This design comes from an exercise in tuning for small area and a short achievable clock period on the open sky130 flow, not from production work. Function was checked by simulation only, so behaviour that the tests miss may differ from the original. The clock port is modelled as an ideal driver, which makes a skipped or thinned clock tree look cheaper than it is; a real chip needs a root buffer or a tree. Power is estimated from default activity; no workload was simulated.

==> job 4114: inputs <==
==> flow/design.v (excerpt) <==
module crc_link (
    input  wire        clk,
    input  wire        rst,
    input  wire        op_valid,
    input  wire [3:0]  op_code,
    input  wire [7:0]  op_arg,
    input  wire        tick,
    output wire [5:0]  stat,          
    output wire [2:0]  op_status,
    output reg  [15:0] crc,
    output reg  [2:0]  rx_err,
    output reg  [7:0]  rx_len,
    output wire [15:0] rx_crc_calc,
    output wire [15:0] rx_crc_recv,
    output wire        txm_re,
    output wire [7:0]  txm_addr,
    input  wire [7:0]  txm_rdata,
    output wire        rxm_we,
    output wire [8:0]  rxm_addr,
    output wire [7:0]  rxm_wdata,
    output wire        txd,
    input  wire        rxd
);
Settings: LEC_CHECK=0, ABC_CLOCK_PERIOD_IN_PS=2000, CAP_MARGIN=20, CORE_MARGIN=2, CORE_UTILIZATION=65, SETUP_SLACK_MARGIN=2.5, SLEW_MARGIN=20; clock period 4.5 ns.
standard.sh (not shown) runs the stock make flow with config.mk's settings and CLKGATE_MAP_FILE= SYNTH_SCRIPT=/design/flow/synth_recipe.tcl, a recipe that flattens the netlist after the stock synthesis.
==> flow/flow/run.sh <==
#!/bin/bash
# Layout: the standard ORFS flow (standard.sh), with these changes passed
# to ORFS through the environment:
#  - the port buffers that buffer_ports inserts during global placement are
#    sky130_fd_sc_hd__buf_1 (timing repair still resizes them as needed)
#    instead of the flow's default pick, clkdlybuf4s50_1;
#  - the clock tree is built by flow/pre_cts.tcl (ORFS's PRE_CTS_TCL hook):
#    two levels of clkbuf_16 in place of TritonCTS's three.
# The whole make output goes to standard_flow.log; ORFS keeps each step's
# own log under orfs/logs/.
set -euo pipefail
cd "$(dirname "$0")/.."
export BUFFER_PORTS_ARGS="-buffer_cell sky130_fd_sc_hd__buf_1"
export PRE_CTS_TCL="$PWD/flow/pre_cts.tcl"
bash standard.sh finish > standard_flow.log 2>&1
==> flow/flow/pre_cts.tcl <==
# ORFS PRE_CTS hook: build the clock tree by hand (manual_cts.tcl) with four
# root clkbuf_16 on the clock port, each driving the leaf clkbuf_16 of about
# a quarter of the die, and one leaf per cluster of about 28 flip-flops.
# TritonCTS's clock_tree_synthesis then has nothing left to do, so it is
# replaced by a no-op; the rest of ORFS's cts step (placement legalization,
# timing repair) runs as usual.
set ::env(CTS_ROOTS) 4
set ::env(CTS_LEAF_SINKS) 28
source [file join [file dirname [info script]] manual_cts.tcl]
manual_cts_build
set_propagated_clock [all_clocks]
proc clock_tree_synthesis { args } {
  puts "clock_tree_synthesis skipped: the clock tree was built by pre_cts.tcl"
}
Other scripts of this flow, unchanged in this note and not shown: flow/flow/manual_cts.tcl
==> job 6849: changes against job 4114 <==
--- a/flow/design.v
+++ b/flow/design.v
@@ -1,24 +1,18 @@
-module crc16_tab (
-    input  wire [7:0]  x,
-    output wire [15:0] t
-);
-    wire a = x[0] ^ x[4];
-    wire b = x[1] ^ x[5];
-    wire c = x[2] ^ x[6];
-    wire d = x[3] ^ x[7];
-    assign t = {d, c, b, a ^ x[7], x[6], x[5], x[4], d,
-                c ^ x[7], b ^ x[6], a ^ x[5], x[4], d, c, b, a};
-endmodule
 module crc16_step (
     input  wire [15:0] crc_in,
     input  wire [7:0]  data,
     output wire [15:0] crc_out
 );
-    wire [15:0] t;
-    crc16_tab u_tab (.x(crc_in[15:8] ^ data), .t(t));
+    wire [7:0] x = crc_in[15:8] ^ data;
+    wire a = x[0] ^ x[4];
+    wire b = x[1] ^ x[5];
+    wire c = x[2] ^ x[6];
+    wire d = x[3] ^ x[7];
+    wire [15:0] t = {d, c, b, a ^ x[7], x[6], x[5], x[4], d,
+                     c ^ x[7], b ^ x[6], a ^ x[5], x[4], d, c, b, a};
     assign crc_out = t ^ {crc_in[7:0], 8'h00};
 endmodule
 module crc_link (
     input  wire        clk,
     input  wire        rst,
     input  wire        op_valid,
@@ -72,13 +66,12 @@
     assign txm_addr = ta;
     assign txd      = tsr[0];
     wire [7:0] tbits  = tsr[8:1];
     wire       tbit   = tbits[tbc];
     wire       crc_on = ts_start && (((tph == 3'd3) && (ta != 8'h00)) || (tph == 3'd4));
     wire       tfb    = tcrc[15] ^ tbit;
-    wire       tcfb   = crc_on && tfb;
     reg [7:0] tbyte;
     always @* begin
         case (tph)
             3'd1:    tbyte = 8'h02;
             3'd2:    tbyte = txlen;
             3'd3:    tbyte = pay_end ? tcrc[15:8] : txm_rdata;
@@ -103,18 +96,20 @@
         end else if (ts_fetch && !in_pay) begin
             tph <= tph + 3'd1;
         end
         if (!tx_busy) begin
             txlen <= op_arg;
             ta    <= 8'h00;
-        end else if (ts_fetch && in_pay) begin
-            ta <= ta + 8'd1;
+            tcrc  <= 16'h0000;
+        end else begin
+            if (ts_fetch && in_pay)
+                ta <= ta + 8'd1;
+            if (crc_on)
+                tcrc <= {tcrc[14:12], tcrc[11] ^ tfb, tcrc[10:5], tcrc[4] ^ tfb,
+                         tcrc[3:0], tfb};
         end
-        if (crc_on || !tph[2] && !(tph[1] && tph[0]))
-            tcrc <= {tcrc[14:12], tcrc[11] ^ tcfb, tcrc[10:5], tcrc[4] ^ tcfb,
-                     tcrc[3:0], tcfb};
         pay_end <= (ta == txlen);
         tre <= !rst && (tph == 3'd3) && !pay_end && (ts == 4'd8) && (tbc == 3'd0);
     end
     always @(posedge clk) begin
         if (rst) begin
             ts <= 4'd9;
@@ -206,24 +201,22 @@
     assign op_status = {2'b00, opst};
     localparam D_H0 = 3'd0, D_H1 = 3'd1, D_PAY = 3'd2, D_CH = 3'd3,
                D_CL = 3'd4, D_END = 3'd5;
     reg [2:0]  dph;         
     reg [8:0]  rxcnt;
     reg [6:0]  rxtimer;     
-    reg [15:0] rcrc_n;      
-    wire [15:0] rcrc = ~rcrc_n;
+    reg [15:0] rcrc;
     reg        f02;
-    reg [7:0]  prev1_n, prev2_n;    
+    reg [7:0]  prev1, prev2;
     reg        take;        
-    reg        crc_hide;    
+    reg        crc_shown;
     reg        crc_match;   
     wire link_err = ferr_flag || ovr_flag;
     assign fifo_pop = take;
-    wire [15:0] rtab;
-    crc16_tab u_rtab (.x((rcrc[15:8] ^ fdout) & {8{dph == D_PAY}}), .t(rtab));
-    wire [15:0] rcrc_next = rtab ^ {rcrc[7:0], 8'h00};
+    wire [15:0] rcrc_next;
+    crc16_step u_rcrc (.crc_in(rcrc), .data(fdout), .crc_out(rcrc_next));
     reg pay_last;
     wire bad_hdr  = take && (dph == D_H1) && !f02;
     wire at_end   = take && (dph == D_END);
     wire timeout  = tick && (rxtimer == 7'h34);
     wire fin      = link_err || bad_hdr || at_end || timeout;
     wire busy_d   = !rst && (rx_busy ? !fin : op_rx_start);
@@ -252,41 +245,38 @@
             else if (timeout)
                 rx_err <= 3'd2;
             if (take && dph == D_H1 && f02)
                 rx_len <= fdout;
         end
         if (rst || rx_start)
-            crc_hide <= 1'b1;
+            crc_shown <= 1'b0;
         else if (at_end && fdout == 8'h03)
-            crc_hide <= 1'b0;
+            crc_shown <= 1'b1;
         if (!rx_busy) begin
             rxcnt   <= 9'd0;
             dph     <= D_H0;
             rxtimer <= 7'h7F;
         end else begin
             if (tick)
                 rxtimer <= {rxtimer[5:0], rxtimer[6] ^ rxtimer[5]};
             if (take) begin
                 rxcnt <= rxcnt + 9'd1;
                 pay_last <= (dph == D_H1) ? (fdout == 8'h01) : (rxcnt[7:0] == rx_len);
                 if (dph != D_END) begin
-                    prev1_n <= ~fdout;
-                    prev2_n <= prev1_n;
+                    prev1 <= fdout;
+                    prev2 <= prev1;
                 end
                 case (dph)
                     D_H0: begin
                         f02  <= (fdout == 8'h02);
-                        rcrc_n <= ~rcrc_next;
+                        rcrc <= 16'h0000;
                         dph  <= D_H1;
                     end
-                    D_H1: begin
-                        rcrc_n <= ~rcrc_next;
-                        dph  <= (fdout == 8'h00) ? D_CH : D_PAY;
-                    end
+                    D_H1: dph <= (fdout == 8'h00) ? D_CH : D_PAY;
                     D_PAY: begin
-                        rcrc_n <= ~rcrc_next;
+                        rcrc <= rcrc_next;
                         if (pay_last)
                             dph <= D_CH;
                     end
                     D_CH: begin
                         crc_match <= (fdout == rcrc[15:8]);
                         dph <= D_CL;
@@ -297,13 +287,13 @@
                     end
                     default: ;
                 endcase
             end
         end
     end
-    assign rx_crc_calc = ~(rcrc_n | {16{crc_hide}});
-    assign rx_crc_recv = ~({prev2_n, prev1_n} | {16{crc_hide}});
+    assign rx_crc_calc = crc_shown ? rcrc : 16'h0000;
+    assign rx_crc_recv = crc_shown ? {prev2, prev1} : 16'h0000;
     assign rxm_we    = take;
     assign rxm_addr  = rxcnt;
     assign rxm_wdata = fdout;
     assign stat = {ovr_flag, ferr_flag, fifo_ne, rx_done, rx_busy, tx_busy};
 endmodule
==> flow/config.mk (replaced) <==
export PLATFORM = sky130hd
export DESIGN_NAME = crc_link
export DESIGN_NICKNAME = crc_link
export VERILOG_FILES = /design/flow/design.v
export SDC_FILE = /design/flow/constraint.sdc
export NUM_CORES = 4
export LEC_CHECK = 0
export ABC_AREA = 1
export CAP_MARGIN = 20
export CORE_MARGIN = 2
export CORE_UTILIZATION = 65
export SETUP_SLACK_MARGIN = 2.4
export SLEW_MARGIN = 20
==> job 2804: changes against job 4114 <==
--- a/flow/design.v
+++ b/flow/design.v
@@ -1,24 +1,18 @@
-module crc16_tab (
-    input  wire [7:0]  x,
-    output wire [15:0] t
-);
-    wire a = x[0] ^ x[4];
-    wire b = x[1] ^ x[5];
-    wire c = x[2] ^ x[6];
-    wire d = x[3] ^ x[7];
-    assign t = {d, c, b, a ^ x[7], x[6], x[5], x[4], d,
-                c ^ x[7], b ^ x[6], a ^ x[5], x[4], d, c, b, a};
-endmodule
 module crc16_step (
     input  wire [15:0] crc_in,
     input  wire [7:0]  data,
     output wire [15:0] crc_out
 );
-    wire [15:0] t;
-    crc16_tab u_tab (.x(crc_in[15:8] ^ data), .t(t));
+    wire [7:0] x = crc_in[15:8] ^ data;
+    wire a = x[0] ^ x[4];
+    wire b = x[1] ^ x[5];
+    wire c = x[2] ^ x[6];
+    wire d = x[3] ^ x[7];
+    wire [15:0] t = {d, c, b, a ^ x[7], x[6], x[5], x[4], d,
+                     c ^ x[7], b ^ x[6], a ^ x[5], x[4], d, c, b, a};
     assign crc_out = t ^ {crc_in[7:0], 8'h00};
 endmodule
 module crc_link (
     input  wire        clk,
     input  wire        rst,
     input  wire        op_valid,
@@ -72,13 +66,12 @@
     assign txm_addr = ta;
     assign txd      = tsr[0];
     wire [7:0] tbits  = tsr[8:1];
     wire       tbit   = tbits[tbc];
     wire       crc_on = ts_start && (((tph == 3'd3) && (ta != 8'h00)) || (tph == 3'd4));
     wire       tfb    = tcrc[15] ^ tbit;
-    wire       tcfb   = crc_on && tfb;
     reg [7:0] tbyte;
     always @* begin
         case (tph)
             3'd1:    tbyte = 8'h02;
             3'd2:    tbyte = txlen;
             3'd3:    tbyte = pay_end ? tcrc[15:8] : txm_rdata;
@@ -103,18 +96,20 @@
         end else if (ts_fetch && !in_pay) begin
             tph <= tph + 3'd1;
         end
         if (!tx_busy) begin
             txlen <= op_arg;
             ta    <= 8'h00;
-        end else if (ts_fetch && in_pay) begin
-            ta <= ta + 8'd1;
+            tcrc  <= 16'h0000;
+        end else begin
+            if (ts_fetch && in_pay)
+                ta <= ta + 8'd1;
+            if (crc_on)
+                tcrc <= {tcrc[14:12], tcrc[11] ^ tfb, tcrc[10:5], tcrc[4] ^ tfb,
+                         tcrc[3:0], tfb};
         end
-        if (crc_on || !tph[2] && !(tph[1] && tph[0]))
-            tcrc <= {tcrc[14:12], tcrc[11] ^ tcfb, tcrc[10:5], tcrc[4] ^ tcfb,
-                     tcrc[3:0], tcfb};
         pay_end <= (ta == txlen);
         tre <= !rst && (tph == 3'd3) && !pay_end && (ts == 4'd8) && (tbc == 3'd0);
     end
     always @(posedge clk) begin
         if (rst) begin
             ts <= 4'd9;
@@ -206,24 +201,22 @@
     assign op_status = {2'b00, opst};
     localparam D_H0 = 3'd0, D_H1 = 3'd1, D_PAY = 3'd2, D_CH = 3'd3,
                D_CL = 3'd4, D_END = 3'd5;
     reg [2:0]  dph;         
     reg [8:0]  rxcnt;
     reg [6:0]  rxtimer;     
-    reg [15:0] rcrc_n;      
-    wire [15:0] rcrc = ~rcrc_n;
+    reg [15:0] rcrc;
     reg        f02;
-    reg [7:0]  prev1_n, prev2_n;    
+    reg [7:0]  prev1, prev2;
     reg        take;        
-    reg        crc_hide;    
+    reg        crc_shown;
     reg        crc_match;   
     wire link_err = ferr_flag || ovr_flag;
     assign fifo_pop = take;
-    wire [15:0] rtab;
-    crc16_tab u_rtab (.x((rcrc[15:8] ^ fdout) & {8{dph == D_PAY}}), .t(rtab));
-    wire [15:0] rcrc_next = rtab ^ {rcrc[7:0], 8'h00};
+    wire [15:0] rcrc_next;
+    crc16_step u_rcrc (.crc_in(rcrc), .data(fdout), .crc_out(rcrc_next));
     reg pay_last;
     wire bad_hdr  = take && (dph == D_H1) && !f02;
     wire at_end   = take && (dph == D_END);
     wire timeout  = tick && (rxtimer == 7'h34);
     wire fin      = link_err || bad_hdr || at_end || timeout;
     wire busy_d   = !rst && (rx_busy ? !fin : op_rx_start);
@@ -252,41 +245,38 @@
             else if (timeout)
                 rx_err <= 3'd2;
             if (take && dph == D_H1 && f02)
                 rx_len <= fdout;
         end
         if (rst || rx_start)
-            crc_hide <= 1'b1;
+            crc_shown <= 1'b0;
         else if (at_end && fdout == 8'h03)
-            crc_hide <= 1'b0;
+            crc_shown <= 1'b1;
         if (!rx_busy) begin
             rxcnt   <= 9'd0;
             dph     <= D_H0;
             rxtimer <= 7'h7F;
         end else begin
             if (tick)
                 rxtimer <= {rxtimer[5:0], rxtimer[6] ^ rxtimer[5]};
             if (take) begin
                 rxcnt <= rxcnt + 9'd1;
                 pay_last <= (dph == D_H1) ? (fdout == 8'h01) : (rxcnt[7:0] == rx_len);
                 if (dph != D_END) begin
-                    prev1_n <= ~fdout;
-                    prev2_n <= prev1_n;
+                    prev1 <= fdout;
+                    prev2 <= prev1;
                 end
                 case (dph)
                     D_H0: begin
                         f02  <= (fdout == 8'h02);
-                        rcrc_n <= ~rcrc_next;
+                        rcrc <= 16'h0000;
                         dph  <= D_H1;
                     end
-                    D_H1: begin
-                        rcrc_n <= ~rcrc_next;
-                        dph  <= (fdout == 8'h00) ? D_CH : D_PAY;
-                    end
+                    D_H1: dph <= (fdout == 8'h00) ? D_CH : D_PAY;
                     D_PAY: begin
-                        rcrc_n <= ~rcrc_next;
+                        rcrc <= rcrc_next;
                         if (pay_last)
                             dph <= D_CH;
                     end
                     D_CH: begin
                         crc_match <= (fdout == rcrc[15:8]);
                         dph <= D_CL;
@@ -297,13 +287,13 @@
                     end
                     default: ;
                 endcase
             end
         end
     end
-    assign rx_crc_calc = ~(rcrc_n | {16{crc_hide}});
-    assign rx_crc_recv = ~({prev2_n, prev1_n} | {16{crc_hide}});
+    assign rx_crc_calc = crc_shown ? rcrc : 16'h0000;
+    assign rx_crc_recv = crc_shown ? {prev2, prev1} : 16'h0000;
     assign rxm_we    = take;
     assign rxm_addr  = rxcnt;
     assign rxm_wdata = fdout;
     assign stat = {ovr_flag, ferr_flag, fifo_ne, rx_done, rx_busy, tx_busy};
 endmodule
--- a/flow/flow/pre_cts.tcl
+++ b/flow/flow/pre_cts.tcl
@@ -3,12 +3,14 @@
 # a quarter of the die, and one leaf per cluster of about 28 flip-flops.
 # TritonCTS's clock_tree_synthesis then has nothing left to do, so it is
 # replaced by a no-op; the rest of ORFS's cts step (placement legalization,
 # timing repair) runs as usual.
 set ::env(CTS_ROOTS) 4
 set ::env(CTS_LEAF_SINKS) 28
+set ::env(CTS_ROOT_CELL) sky130_fd_sc_hd__buf_12
+set ::env(CTS_LEAF_CELL) sky130_fd_sc_hd__buf_12
 source [file join [file dirname [info script]] manual_cts.tcl]
 manual_cts_build
 set_propagated_clock [all_clocks]
 proc clock_tree_synthesis { args } {
   puts "clock_tree_synthesis skipped: the clock tree was built by pre_cts.tcl"
 }
--- a/flow/config.mk
+++ b/flow/config.mk
@@ -6,8 +6,8 @@
 export NUM_CORES = 4
 export LEC_CHECK = 0
 export ABC_CLOCK_PERIOD_IN_PS = 2000
 export CAP_MARGIN = 20
 export CORE_MARGIN = 2
 export CORE_UTILIZATION = 65
-export SETUP_SLACK_MARGIN = 2.5
+export SETUP_SLACK_MARGIN = 2.4
 export SLEW_MARGIN = 20
==> job 4619: changes against job 4114 <==
--- a/flow/design.v
+++ b/flow/design.v
@@ -1,24 +1,18 @@
-module crc16_tab (
-    input  wire [7:0]  x,
-    output wire [15:0] t
-);
-    wire a = x[0] ^ x[4];
-    wire b = x[1] ^ x[5];
-    wire c = x[2] ^ x[6];
-    wire d = x[3] ^ x[7];
-    assign t = {d, c, b, a ^ x[7], x[6], x[5], x[4], d,
-                c ^ x[7], b ^ x[6], a ^ x[5], x[4], d, c, b, a};
-endmodule
 module crc16_step (
     input  wire [15:0] crc_in,
     input  wire [7:0]  data,
     output wire [15:0] crc_out
 );
-    wire [15:0] t;
-    crc16_tab u_tab (.x(crc_in[15:8] ^ data), .t(t));
+    wire [7:0] x = crc_in[15:8] ^ data;
+    wire a = x[0] ^ x[4];
+    wire b = x[1] ^ x[5];
+    wire c = x[2] ^ x[6];
+    wire d = x[3] ^ x[7];
+    wire [15:0] t = {d, c, b, a ^ x[7], x[6], x[5], x[4], d,
+                     c ^ x[7], b ^ x[6], a ^ x[5], x[4], d, c, b, a};
     assign crc_out = t ^ {crc_in[7:0], 8'h00};
 endmodule
 module crc_link (
     input  wire        clk,
     input  wire        rst,
     input  wire        op_valid,
@@ -72,13 +66,12 @@
     assign txm_addr = ta;
     assign txd      = tsr[0];
     wire [7:0] tbits  = tsr[8:1];
     wire       tbit   = tbits[tbc];
     wire       crc_on = ts_start && (((tph == 3'd3) && (ta != 8'h00)) || (tph == 3'd4));
     wire       tfb    = tcrc[15] ^ tbit;
-    wire       tcfb   = crc_on && tfb;
     reg [7:0] tbyte;
     always @* begin
         case (tph)
             3'd1:    tbyte = 8'h02;
             3'd2:    tbyte = txlen;
             3'd3:    tbyte = pay_end ? tcrc[15:8] : txm_rdata;
@@ -103,18 +96,20 @@
         end else if (ts_fetch && !in_pay) begin
             tph <= tph + 3'd1;
         end
         if (!tx_busy) begin
             txlen <= op_arg;
             ta    <= 8'h00;
-        end else if (ts_fetch && in_pay) begin
-            ta <= ta + 8'd1;
+            tcrc  <= 16'h0000;
+        end else begin
+            if (ts_fetch && in_pay)
+                ta <= ta + 8'd1;
+            if (crc_on)
+                tcrc <= {tcrc[14:12], tcrc[11] ^ tfb, tcrc[10:5], tcrc[4] ^ tfb,
+                         tcrc[3:0], tfb};
         end
-        if (crc_on || !tph[2] && !(tph[1] && tph[0]))
-            tcrc <= {tcrc[14:12], tcrc[11] ^ tcfb, tcrc[10:5], tcrc[4] ^ tcfb,
-                     tcrc[3:0], tcfb};
         pay_end <= (ta == txlen);
         tre <= !rst && (tph == 3'd3) && !pay_end && (ts == 4'd8) && (tbc == 3'd0);
     end
     always @(posedge clk) begin
         if (rst) begin
             ts <= 4'd9;
@@ -206,24 +201,22 @@
     assign op_status = {2'b00, opst};
     localparam D_H0 = 3'd0, D_H1 = 3'd1, D_PAY = 3'd2, D_CH = 3'd3,
                D_CL = 3'd4, D_END = 3'd5;
     reg [2:0]  dph;         
     reg [8:0]  rxcnt;
     reg [6:0]  rxtimer;     
-    reg [15:0] rcrc_n;      
-    wire [15:0] rcrc = ~rcrc_n;
+    reg [15:0] rcrc;
     reg        f02;
-    reg [7:0]  prev1_n, prev2_n;    
+    reg [7:0]  prev1, prev2;
     reg        take;        
-    reg        crc_hide;    
+    reg        crc_shown;
     reg        crc_match;   
     wire link_err = ferr_flag || ovr_flag;
     assign fifo_pop = take;
-    wire [15:0] rtab;
-    crc16_tab u_rtab (.x((rcrc[15:8] ^ fdout) & {8{dph == D_PAY}}), .t(rtab));
-    wire [15:0] rcrc_next = rtab ^ {rcrc[7:0], 8'h00};
+    wire [15:0] rcrc_next;
+    crc16_step u_rcrc (.crc_in(rcrc), .data(fdout), .crc_out(rcrc_next));
     reg pay_last;
     wire bad_hdr  = take && (dph == D_H1) && !f02;
     wire at_end   = take && (dph == D_END);
     wire timeout  = tick && (rxtimer == 7'h34);
     wire fin      = link_err || bad_hdr || at_end || timeout;
     wire busy_d   = !rst && (rx_busy ? !fin : op_rx_start);
@@ -252,41 +245,38 @@
             else if (timeout)
                 rx_err <= 3'd2;
             if (take && dph == D_H1 && f02)
                 rx_len <= fdout;
         end
         if (rst || rx_start)
-            crc_hide <= 1'b1;
+            crc_shown <= 1'b0;
         else if (at_end && fdout == 8'h03)
-            crc_hide <= 1'b0;
+            crc_shown <= 1'b1;
         if (!rx_busy) begin
             rxcnt   <= 9'd0;
             dph     <= D_H0;
             rxtimer <= 7'h7F;
         end else begin
             if (tick)
                 rxtimer <= {rxtimer[5:0], rxtimer[6] ^ rxtimer[5]};
             if (take) begin
                 rxcnt <= rxcnt + 9'd1;
                 pay_last <= (dph == D_H1) ? (fdout == 8'h01) : (rxcnt[7:0] == rx_len);
                 if (dph != D_END) begin
-                    prev1_n <= ~fdout;
-                    prev2_n <= prev1_n;
+                    prev1 <= fdout;
+                    prev2 <= prev1;
                 end
                 case (dph)
                     D_H0: begin
                         f02  <= (fdout == 8'h02);
-                        rcrc_n <= ~rcrc_next;
+                        rcrc <= 16'h0000;
                         dph  <= D_H1;
                     end
-                    D_H1: begin
-                        rcrc_n <= ~rcrc_next;
-                        dph  <= (fdout == 8'h00) ? D_CH : D_PAY;
-                    end
+                    D_H1: dph <= (fdout == 8'h00) ? D_CH : D_PAY;
                     D_PAY: begin
-                        rcrc_n <= ~rcrc_next;
+                        rcrc <= rcrc_next;
                         if (pay_last)
                             dph <= D_CH;
                     end
                     D_CH: begin
                         crc_match <= (fdout == rcrc[15:8]);
                         dph <= D_CL;
@@ -297,13 +287,13 @@
                     end
                     default: ;
                 endcase
             end
         end
     end
-    assign rx_crc_calc = ~(rcrc_n | {16{crc_hide}});
-    assign rx_crc_recv = ~({prev2_n, prev1_n} | {16{crc_hide}});
+    assign rx_crc_calc = crc_shown ? rcrc : 16'h0000;
+    assign rx_crc_recv = crc_shown ? {prev2, prev1} : 16'h0000;
     assign rxm_we    = take;
     assign rxm_addr  = rxcnt;
     assign rxm_wdata = fdout;
     assign stat = {ovr_flag, ferr_flag, fifo_ne, rx_done, rx_busy, tx_busy};
 endmodule
--- a/flow/config.mk
+++ b/flow/config.mk
@@ -5,9 +5,9 @@
 export SDC_FILE = /design/flow/constraint.sdc
 export NUM_CORES = 4
 export LEC_CHECK = 0
 export ABC_CLOCK_PERIOD_IN_PS = 2000
 export CAP_MARGIN = 20
 export CORE_MARGIN = 2
-export CORE_UTILIZATION = 65
-export SETUP_SLACK_MARGIN = 2.5
+export CORE_UTILIZATION = 75
+export SETUP_SLACK_MARGIN = 2.4
 export SLEW_MARGIN = 20
==> comparison table <==
item	job 4114	job 2804	job 6849	job 4619
Buffers inserted by post-CTS timing repair	18	8	5	6
Amount of wire on met2 after detailed routing	10600 um	10600 um	10300 um	12700 um
Master of the slowest instance on the critical path	dfxtp_4	or4_1	clkinvlp_4	or3b_2
Worst slew slack as a fraction of its limit	62.6%	44.8%	54.6%	40.0%
First-pass GRT wire length	33400 um	34500 um	36400 um	38100 um
Status	no timing/DRC/antenna violations	no timing/DRC/antenna violations	no timing/DRC/antenna violations	no timing/DRC/antenna violations
Number of global-route vias before repair	6433	6845	7361	7228
Final WL	21700 um	21500 um	22600 um	25400 um
Starting DRT DRC Count	482	530	547	786
Clock skew after layout	0.0446 ns	0.0321 ns	0.0282 ns	0.0488 ns
Clock slew at the register clock pins of the worst setup and hold paths	0.10 ns	0.10 ns	0.11 ns	0.10 ns
Overall Global Routing Usage	24.4%	24.0%	24.7%	32.4%
Wire length on met1	9690 um	9460 um	10700 um	9730 um
Total via count after detailed routing	7054	7135	8139	7622
Number of ordinary inverters in the final layout	42	30	176	30
Sequential share of the synthesized area	58.1%	55.8%	54.6%	55.8%
Total combinational power	147 uW	156 uW	292 uW	167 uW
Width of the die	130 um	131 um	133 um	123 um
Number of search-and-repair iterations in the first detailed-routing pass	5	5	5	6
Cts repair resizes	28	29	13	28
Most frequent standard cell in the layout excluding fill and tap cells	edfxtp_1	edfxtp_1	-	edfxtp_1
In every run of this note, the design's own scripts or RTL, not TritonCTS, make the clock network.

what the ideal ports hide:
No port has a modelled driver above. Below, the same layouts with a new extraction and two added sets of constraints. Step 1 (the two cells are an assumption about what drives the block):
set clk [get_ports {clk}]
set_driving_cell -lib_cell sky130_fd_sc_hd__clkbuf_16 $clk
set_driving_cell -lib_cell sky130_fd_sc_hd__buf_2 [delete_from_list [all_inputs] $clk]
Step 2 adds t to the input delays and takes it off the output delays; t is the mean of the earliest and latest rising clock arrival at the registers after step 1. Input paths then give back, and output paths get back, about the clock's delay inside the block. Three values: ideal ports, drivers, drivers and shift; two values: the first two.
run	t (ns)	setup slack, ns	worst setup path after step 2	worst data-port slew with drivers (ns)
job 4114	0.387	2.493 / 2.411 / 2.201	input to register	0.07
job 6849	0.378	2.459 / 2.394 / 2.142	input to register	0.04
job 2804	0.336	2.384 / 2.425 / 2.089	input to register	0.06
job 4619	0.382	2.233 / 2.233 / 2.033	input to register	0.05
After both steps every run listed still meets setup and hold. For job 6849, which loses most, drivers alone change the setup slack by -0.065 ns; drivers and shift together by -0.317 ns.
